From an optimization exercise on the open Yosys and OpenROAD flow, aimed at small area; shortcuts taken in it are not production practice.
The RTL of this run was laid out without a check of its function.
No driver is modelled on the clock port, so clocking that relies on it looks cheaper here than on a real chip.
Power figures rest on the tool's default switching activity, not on a simulated workload.

<file path="flow/design.v">
module irdata_core (
    input  wire        clk,
    input  wire        rst,           
    input  wire        cmd_valid,
    input  wire [79:0] cmd_word,
    output reg         busy,
    input  wire [7:0]  cap_len,
    output wire [7:0]  cap_addr,
    input  wire [15:0] cap_data,
    output wire        em_valid,
    output wire        em_mark,       
    output reg  [15:0] em_dur,        
    input  wire        em_ready,
    output reg  [2:0]  res_status,
    output reg         res_kind,
    output wire [2:0]  res_ctype,
    output reg  [6:0]  res_bits,
    output reg  [63:0] res_value,
    output wire [7:0]  res_proto
);
    reg        mode;          
    reg        hdr;           
    reg [7:0]  pos;
    reg [63:0] tx;            
    wire m9000 = (cap_data >= 16'd6750) && (cap_data <= 16'd11250);
    wire m4500 = (cap_data >= 16'd3375) && (cap_data <= 16'd5625);
    wire m560  = (cap_data >= 16'd420)  && (cap_data <= 16'd700);
    wire m1690 = (cap_data >= 16'd1268) && (cap_data <= 16'd2112);
    function automatic lt8;
        input [7:0] a;
        input [7:0] b;
        integer i;
        reg r;
        begin
            r = 1'b0;
            for (i = 0; i < 8; i = i + 1)
                r = (!a[i] && b[i]) || (!(a[i] && !b[i]) && r);
            lt8 = r;
        end
    endfunction
    assign cap_addr  = pos;
    assign res_ctype = res_kind ? res_value[2:0] : 3'd0;
    wire   st_ok     = (res_status == 3'd1);
    assign res_proto = {1'b0, st_ok, 2'b00, st_ok, 2'b00, st_ok};
    wire   s_end    = &pos[7:1];
    wire   s_nop    = !hdr && !pos[7] && !pos[6];
    wire [5:0]  tx_j  = ~pos[6:1];                  
    wire [63:0] tx_r  = {tx[62:0], tx[63]};         
    wire   tx_bit   = tx_r[tx_j];
    assign em_valid = busy && !mode && !s_nop;
    assign em_mark  = !pos[0];
    always @(*) begin
        if (hdr)
            em_dur = pos[0] ? 16'd4500 : 16'd9000;
        else
            em_dur = !pos[0] ? 16'd560 :
                     s_end   ? 16'd0   :
                     tx_bit  ? 16'd1690 : 16'd560;
    end
    wire hs = em_valid && em_ready;
    wire [1:0] cmd_op    = cmd_word[1:0];
    wire [2:0] cmd_ctype = cmd_word[4:2];
    wire [7:0] cmd_count = cmd_word[15:8];
    wire ctype_ok  = (cmd_ctype >= 3'd1) && (cmd_ctype <= 3'd4);
    wire cmd_ok    = cmd_op[1] || (cmd_op[0] && ctype_ok);
    wire op_dec    = cmd_op[1] && cmd_op[0];
    wire count_big = cmd_count[7] || (cmd_count[6] && (cmd_count[5:0] != 6'd0));
    wire start_dec = cmd_valid && op_dec;       
    wire [6:0] snd_n = cmd_op[1] ? cmd_count[6:0] : 7'd8;
    wire [7:0] pos_ld = (op_dec || (cmd_op[1] && count_big)) ? 8'd0 : {~snd_n, 1'b0};
    wire d_hdr    = (pos[7:2] == 6'd0);
    wire d_hspace = d_hdr && pos[1] && pos[0];              
    wire d_first  = (pos[7:3] == 5'd0) && pos[2] && !pos[1] && pos[0];   
    wire in_range = lt8({pos[7:1], 1'b0}, cap_len);
    wire d_bit    = res_value[0] && m1690;
    wire d_mbit   = d_hdr ? m9000 : (m560 && in_range);
    wire d_mark   = !d_hdr && !pos[0];
    wire d_space  = !d_hdr && pos[0];
    wire d_stop   = d_mark && (res_kind ? (pos[4] && pos[2])
                                        : ((pos[7] && pos[2]) || !in_range));
    wire short_c  = cap_len < 8'd6;
    wire hdr_bad  = !(res_value[0] && m4500);
    wire [7:0] cb = res_value[7:0];
    wire pfx_bad  = cb[7:3] != 5'b10100;
    wire typ_bad  = !((cb[2:0] >= 3'd1) && (cb[2:0] <= 3'd4));
    wire d_fail   = (d_hspace && (short_c || hdr_bad)) ||
                    (d_stop && res_kind && (pfx_bad || typ_bad));
    wire [2:0] fail_code = d_hspace ? (short_c ? 3'd2 : 3'd3)
                                    : (pfx_bad ? 3'd4 : 3'd5);
    wire dec      = busy && mode;
    wire d_hmark = d_hdr && pos[1] && !pos[0];              
    wire v_clr   = rst || (!busy && start_dec) || (dec && (d_fail || d_hspace));
    wire v_sh    = !rst && dec && ((d_mark && !d_stop) || d_hmark);
    wire v_hold  = !v_clr && !v_sh;
    wire v_upd   = !rst && dec && d_space;
    wire [63:0] v_next = ({64{v_sh}} & {res_value[62:0], d_mbit}) |
                         ({{63{v_hold}}, v_hold && (!v_upd || m1690)} & res_value);
    always @(posedge clk) res_value <= v_next;
    wire b_inc  = !rst && dec && d_space;
    wire b_hold = !rst && !(dec && (d_space || d_fail)) && !(!busy && start_dec);
    wire [6:0] b_next = ({7{b_inc}} & (res_bits + 7'd1)) | ({7{b_hold}} & res_bits);
    always @(posedge clk) res_bits <= b_next;
    wire [63:0] tx_in = {cmd_word[79:24],
                         cmd_op[1] ? cmd_word[23:16] : {5'b10100, cmd_ctype}};
    wire t_ld   = !busy && cmd_valid;
    wire [63:0] t_next = ({64{t_ld}} & tx_in) | ({64{busy}} & tx);
    always @(posedge clk) tx <= t_next;
    wire pos_step = mode || hs;
    wire [7:0] pos_inc = {pos[7:1] + {6'd0, pos[0] && !hdr}, !pos[0]};
    always @(posedge clk) begin
        if (!busy) begin
            mode <= op_dec;
            hdr  <= !op_dec && !(cmd_op[1] && count_big);
            pos  <= pos_ld;
        end else if (pos_step) begin
            pos  <= pos_inc;
            if (pos[0]) hdr <= 1'b0;
        end
        if (rst) begin
            busy       <= 1'b0;
            res_status <= 3'd0;
            res_kind   <= 1'b0;
        end else if (!busy) begin
            if (cmd_valid && cmd_ok) busy <= 1'b1;
        end else if (mode) begin
            if (d_fail) begin
                busy       <= 1'b0;
                res_status <= fail_code;
                res_kind   <= 1'b0;
            end else if (d_stop) begin
                busy       <= 1'b0;
                res_status <= 3'd1;
            end else if (d_first) begin
                res_kind   <= d_bit;
            end
        end else begin
            if (s_nop || (hs && !hdr && s_end && pos[0])) busy <= 1'b0;
        end
    end
endmodule
</file>
<file path="flow/flow/run.sh">
#!/bin/bash
# Layout with ORFS through the standard.sh: the standard synthesis, then
# the standard steps with
#  - buf_1 port buffers,
#  - combinational cells sized down to their smallest drive before the
#    post-placement repair (flow/downsize.tcl),
#  - a clock tree of a clkbuf_8 root and clkbuf_4 leaves without dummy loads,
#    where a leaf whose flip-flops would see a slow clock slew is upsized to
#    clkbuf_8 (flow/clkfix.tcl),
#  - the buffers that placement and CTS repair inserted sized down as far as
#    slew and capacitance limits allow (flow/bufdown.tcl).
# Each make step writes its own log under orfs/logs/; the make output goes to
# synth.log and layout.log here.
set -euo pipefail
here=$PWD
export PRE_RESIZE_TCL=$here/flow/downsize.tcl
export POST_CTS_TCL=$here/flow/postcts.tcl
export CLKFIX_LIMIT_PS=118
bash standard.sh synth > synth.log 2>&1
bash standard.sh \
  "BUFFER_PORTS_ARGS=-buffer_cell sky130_fd_sc_hd__buf_1" \
  "CTS_ARGS=-sink_clustering_enable -repair_clock_nets -dont_use_dummy_load -root_buf sky130_fd_sc_hd__clkbuf_8 -buf_list sky130_fd_sc_hd__clkbuf_4" \
  "PRE_RESIZE_TCL=$here/flow/downsize.tcl" \
  "POST_CTS_TCL=$here/flow/postcts.tcl" \
  finish > layout.log 2>&1
</file>
<file path="flow/flow/bufdown.tcl">
set_max_transition 1.0 [current_design]
estimate_parasitics -placement
set base_slew [sta::max_slew_violation_count]
set base_cap [sta::max_capacitance_violation_count]
set saved 0.0
foreach inst [[ord::get_db_block] getInsts] {
  set m [[$inst getMaster] getName]
  if {![regexp {^sky130_fd_sc_hd__buf_([0-9]+)$} $m -> drive]} { continue }
  if {$drive == 1} { continue }
  set cell [get_cells [$inst getName]]
  set orig_area [get_property [get_lib_cells $m] area]
  foreach d {2 4 6 8 12} {
    if {$d >= $drive} { break }
    replace_cell $cell sky130_fd_sc_hd__buf_$d
    estimate_parasitics -placement
    if {[sta::max_slew_violation_count] <= $base_slew && [sta::max_capacitance_violation_count] <= $base_cap} {
      set saved [expr {$saved + $orig_area - [get_property [get_lib_cells sky130_fd_sc_hd__buf_$d] area]}]
      puts "bufdown: [$inst getName] $m -> buf_$d"
      set m ""
      break
    }
  }
  if {$m ne ""} { replace_cell $cell $m }
}
set_max_transition 1.5 [current_design]
estimate_parasitics -placement
puts "bufdown: saved [format %.1f $saved] um2"
detailed_placement
estimate_parasitics -placement
</file>
<file path="flow/flow/clkfix.tcl">
estimate_parasitics -placement
set n_up 0
foreach inst [[ord::get_db_block] getInsts] {
  set m [[$inst getMaster] getName]
  if {$m ne "sky130_fd_sc_hd__clkbuf_4"} { continue }
  set worst 0.0
  set out [get_pins [$inst getName]/X]
  set net [get_nets -of_objects $out]
  foreach p [get_pins -of_objects $net -filter "direction==input"] {
    set s [get_property $p slew_max]
    if {$s > $worst} { set worst $s }
  }
  puts "clkfix: [$inst getName] worst sink slew [format %.1f [expr {$worst*1e3}]] ps"
  if {$worst > $::env(CLKFIX_LIMIT_PS)*1e-3} {
    replace_cell [get_cells [$inst getName]] sky130_fd_sc_hd__clkbuf_8
    incr n_up
  }
}
puts "clkfix: upsized $n_up clock buffers"
if {$n_up > 0} {
  detailed_placement
  estimate_parasitics -placement
}
</file>
<file path="flow/flow/downsize.tcl">
# Size every combinational cell down to the smallest cell of its family
# (same function and pins, e.g. nor2b_4 -> nor2b_1); repair_design, which
# runs next, fixes any slew or capacitance this breaks.
set n_swapped 0
set saved 0.0
foreach inst [[ord::get_db_block] getInsts] {
  set name [[$inst getMaster] getName]
  if {![regexp {^(sky130_fd_sc_hd__[a-z0-9]+)_([0-9]+)$} $name -> fam drive]} { continue }
  if {[regexp {df|dl|clkbuf|clkinv|conb|tap|fill|decap|diode|buf} $fam]} { continue }
  set cur [get_lib_cells $name]
  if {$cur eq ""} { continue }
  set cur_area [get_property $cur area]
  set best ""
  set best_area $cur_area
  foreach c [get_lib_cells ${fam}_*] {
    set cn [get_name $c]
    if {![regexp "^${fam}_\[0-9\]+\$" $cn]} { continue }
    set a [get_property $c area]
    if {$a < $best_area} { set best_area $a; set best $cn }
  }
  if {$best ne ""} {
    replace_cell [get_cells [$inst getName]] $best
    set saved [expr {$saved + $cur_area - $best_area}]
    incr n_swapped
  }
}
puts "downsize: swapped $n_swapped cells, [format %.1f $saved] um2"
</file>
<file path="flow/flow/postcts.tcl">
# After CTS: upsize slow clock leaves, then size repair buffers down.
set here [file dirname [info script]]
source $here/clkfix.tcl
source $here/bufdown.tcl
</file>
<file path="flow/standard.sh">
#!/bin/bash
# synth_recipe.tcl (not shown) runs the flow's synth.tcl, then flattens the netlist and writes it again
# the make line also repeats each setting of config.mk as NAME=value (left out here)
make -C /OpenROAD-flow-scripts/flow DESIGN_CONFIG=/design/flow/config.mk WORK_HOME=/design/flow/orfs CLKGATE_MAP_FILE= SYNTH_SCRIPT=/design/flow/synth_recipe.tcl "${@:-finish}"
</file>
<file path="flow/config.mk">
export PLATFORM = sky130hd
export DESIGN_NAME = irdata_core
export DESIGN_NICKNAME = irdata_core
export VERILOG_FILES = /design/flow/design.v
export SDC_FILE = /design/flow/constraint.sdc
export NUM_CORES = 4
export LEC_CHECK = 0
export CAP_MARGIN = 20
export CORE_MARGIN = 2
export CORE_UTILIZATION = 40
export SLEW_MARGIN = 20
</file>
<file path="flow/constraint.sdc">
create_clock -name core_clock -period 10.0 [get_ports {clk}]
set_input_delay 2.0000 -clock core_clock [delete_from_list [all_inputs] [get_ports {clk}]]
set_output_delay 2.0000 -clock core_clock [all_outputs]
set_load 0.01 [all_outputs]
</file>
==> flow_summary.toml <==
[critical_path]
master_of_the_slowest_instance_on_the_critical_path = "sky130_fd_sc_hd__buf_2"
path_cells = "buf_2 > mux4_2 > mux2_2 > nand3b_1 > and4_1 > a221o_1 > buf_1"
cp-start-kind = "flop"
crit_path_capture_type = "output pin"
crit_required_ns = 8.00
crit_path_max_incr_delay_ns = 0.72
critical_r2r_capture = "res_value[16]$_DFF_P_"
rr_worst_depth = 8
crit_path_max_fanout = 25
rr_startpoint = "pos[4]$_DFFE_PP_"
setup.worst_path.class = "reg -> out"
worst_setup_slack_for_register_to_register_paths_ns = 6.04
arrival_ns = 3.45

[global_routing]
first_global_vias = 5566
antenna_found_initial = 0
grt_util_all_layers_pct = 19.9
grt.met3_usage_pct = 5.97
grt_first_pass_wirelength_um = 28300
top_usage_layer = "met2"
grt_util_met2_pct = 31.7
remaining_overflow_grt = 0
grt_start_max_net_pins = 85
grt_met1_use_pct = 25.6

[detailed_routing]
detail_route.vias_per_cell = 5.54
detail_route.wirelength_um = 18000
antenna_violating_nets_post_route = 0
drt_first_pass_iters = 4
drt_drc_violations_left = 0
wl_per_cell_um = 17.3
first_iter_violations = 361
routed-via-count = 5760

[placement]
hpwl_um = 12900
place_worst_setup_slack_ns = 5.24
placer_s_final_routability_congestion_estimate = 0.857
io_buffers = 207

[floorplanning]
start_util_pct = 40.6
chipHeight_um = 133
die-width_um = 133
num_io_pins = 221
design.die.area_um2 = 17800
fp.coreArea_um2 = 16500
row_count = 47

[hold_path]
min-delay-path-class = "reg -> reg"
whs_path_depth = 2
hold_path_start = "tx[3]$_DFF_P_"
hold_path_end = "tx[3]$_DFF_P_"

[clock_tree]
worst_skew_pair_later_pin_latency_ns = 0.42
clock_sink_count = 150
clk_transition_reported_paths_ns = 0.11
clock_tree_from_tritoncts = "done"

[layout]
layout_overhead_on_the_synthesized_area_pct = 12.2
share_of_layout_cells_above_drive_strength_1_pct = 5.01
fillers = 1625
fin_nets = 932
insertedDiodeCount = 0

[yosys]
async_flop_share_pct = 0
synth.largest_area_cell = "sky130_fd_sc_hd__dfxtp_1"
synth.top_cells.by_area = "sky130_fd_sc_hd__dfxtp_1 42%, sky130_fd_sc_hd__a22o_1 16%, sky130_fd_sc_hd__edfxtp_1 4.5%"
synth_area_per_inst_um2 = 10.5
synth_most_common_cell = "sky130_fd_sc_hd__dfxtp_1"
seq_area_frac_synth_pct = 46.4
ys.warnings.count = 1
number_of_flops_mapped_to_enable_cells_by_yosys = 10
synth_cell_types = 72
synth_ff_type = "sky130_fd_sc_hd__dfxtp_1"
synthCells = 638
synthTopCellsByCount = "140 x sky130_fd_sc_hd__dfxtp_1, 124 x sky130_fd_sc_hd__a22o_1, 42 x sky130_fd_sc_hd__nand2_1, 20 x sky130_fd_sc_hd__nand3_1"
synth.ff_latch_count = 150
mappedNetlistArea_um2 = 6690
synth_largest_type_area_fraction_pct = 41.9

[pwr]
power_density_nw_per_um2 = 159
max-vdd-ir-drop_mv = 0.0661
p_leak_nw = 2.79

[flow_run]
drv.max_cap_violation_count = 0

[sta]
slew_headroom_pct = 40.2
timing.final.setup_violations = 0
grt_setup_unrepaired = "false"
period_needed_ns = 5.45
final_max_slew_viol_count = 0
totalNegativeSetupSlack_ns = 0
timing.final.hold_violations = 0
clock.fmax_mhz = 183
fin_worst_skew_ns = 0.0278
timing.final.ws_setup_ns = 4.55
hold-worst-slack_ns = 0.465
final_min_period_over_clock_period_pct = 54.5
worst_slew_pin_slew_ns = 0.889

[status]
result_of_the_run = "complete, no violations"
## per-layer routing
layer,routed length [um],vias up
met2,8250,225
li1,-,2774
met4,345,0
met1,8050,2735
met5,0,-
met3,1350,26
## state kept, by name, indices dropped and copies added (netlist names)
| register | count |
|---|---|
| busy | 1 |
| hdr | 1 |
| mode | 1 |
| pos | 8 |
| res_bits | 7 |
| res_kind | 1 |
| res_status | 3 |
| res_value | 64 |
| tx | 64 |
## stage by stage
step,std cells,cell area [um^2],util (%),total power (W)
floorplan,647,6720,-,0.000860
global placement,1021,7420,45.1,0.000923
detailed placement,1022,7360,44.7,0.000925
global route,1039,7500,45.6,0.00125
finish,1039,7500,45.6,0.00119
## worst max-delay path, delay by kind of cell, from the launching register on
kind                   cells  cell delay [ns]
buffers and inverters      2             0.92
multiplexers               2             0.89
flip-flops                 1             0.64
AND/OR/NAND/NOR            2             0.38
AO/OA/AOI/OAI              1             0.18
## where the power goes
part           leakage, nW  internal (W)  switching (W)  total, W
clock network       0.0912      0.000100       0.000182  0.000282
registers             1.25      0.000641      0.0000388  0.000680
logic                 1.45     0.0000935       0.000134  0.000228
total                 2.79      0.000835       0.000355   0.00119
## worst max path at each step
stage,endpoint,cells after the start,startpoint,slack [ns]
floorplan,em_dur[10],7,pos[1]$_DFFE_PP_,5.95
detailed placement,em_dur[5],7,pos[1]$_DFFE_PP_,5.24
global placement,em_dur[5],7,pos[1]$_DFFE_PP_,5.31
global route,em_dur[5],7,pos[1]$_DFFE_PP_,4.39
finish,em_dur[5],7,pos[1]$_DFFE_PP_,4.55
## layout make-up
type                            instances  area (um^2)  area share (%)
Timing Repair Buffer                  213          815            10.9
Multi-Input combinational cell        422         3090            41.1
Sequential cell                       150         3100            41.4
Clock buffer                           17          159            2.12
Tap cell                              220          275            3.67
Inverter                               17         63.8           0.851
## cells in the final DEF (no fill, tap or decap), types with 9 or more instances in the layout
cell type | netlist | final
sky130_fd_sc_hd__edfxtp_1 | 10 | 10
sky130_fd_sc_hd__clkbuf_4 | 0 | 12
sky130_fd_sc_hd__a22o_1 | 124 | 124
sky130_fd_sc_hd__conb_1 | 1 | 10
sky130_fd_sc_hd__mux2i_1 | 18 | 18
sky130_fd_sc_hd__a21oi_1 | 13 | 14
sky130_fd_sc_hd__nand2b_1 | 14 | 14
sky130_fd_sc_hd__inv_1 | 17 | 17
sky130_fd_sc_hd__nand2_1 | 42 | 42
sky130_fd_sc_hd__buf_1 | 3 | 207
sky130_fd_sc_hd__nor3_1 | 8 | 9
sky130_fd_sc_hd__dfxtp_1 | 140 | 139
sky130_fd_sc_hd__nor2b_1 | 9 | 9
sky130_fd_sc_hd__nand3_1 | 20 | 20
sky130_fd_sc_hd__o21ai_0 | 19 | 19
sky130_fd_sc_hd__nor2_1 | 15 | 16
## logic make-up (layout without fill, tap and decap cells)
kind of cell	count (synthesis)	in the layout	synth area share (%)
AOI/OAI and AO/OA	217	217	26.3
xor gates and xnor gates	5	5	0.655
adders and majority gates	4	4	0.730
buffers and inverters	75	247	6.87
DFF	150	150	46.4
muxes	30	30	6.06
other	1	10	0.0561
and+or+nand+nor	156	156	12.9

==> port drivers added, routing unchanged <==
Ports are ideal in the flow. The routed layout listed here was re-timed in OpenROAD.
Step 1 (the two cells are an assumption about what drives the block):
set clk [get_ports {clk}]
set_driving_cell -lib_cell sky130_fd_sc_hd__clkbuf_16 $clk
set_driving_cell -lib_cell sky130_fd_sc_hd__buf_2 [delete_from_list [all_inputs] $clk]
Step 2 adds t to the input delays and takes it off the output delays; t is the mean of the earliest and latest rising clock arrival at the registers after step 1. Input paths then give back, and output paths get back, about the clock's delay inside the block.
Three values: ideal ports, drivers, drivers and shift; two values: the first two.
t, ns: 0.450
setup WS [ns]: 4.548 / 4.511 / 4.837
worst setup path at the end: input to register
cell pins on the clock port's net: 1
After both steps this run still meets setup and hold. The setup slack of this run moves by -0.037 ns with the drivers and by +0.289 ns with both steps.
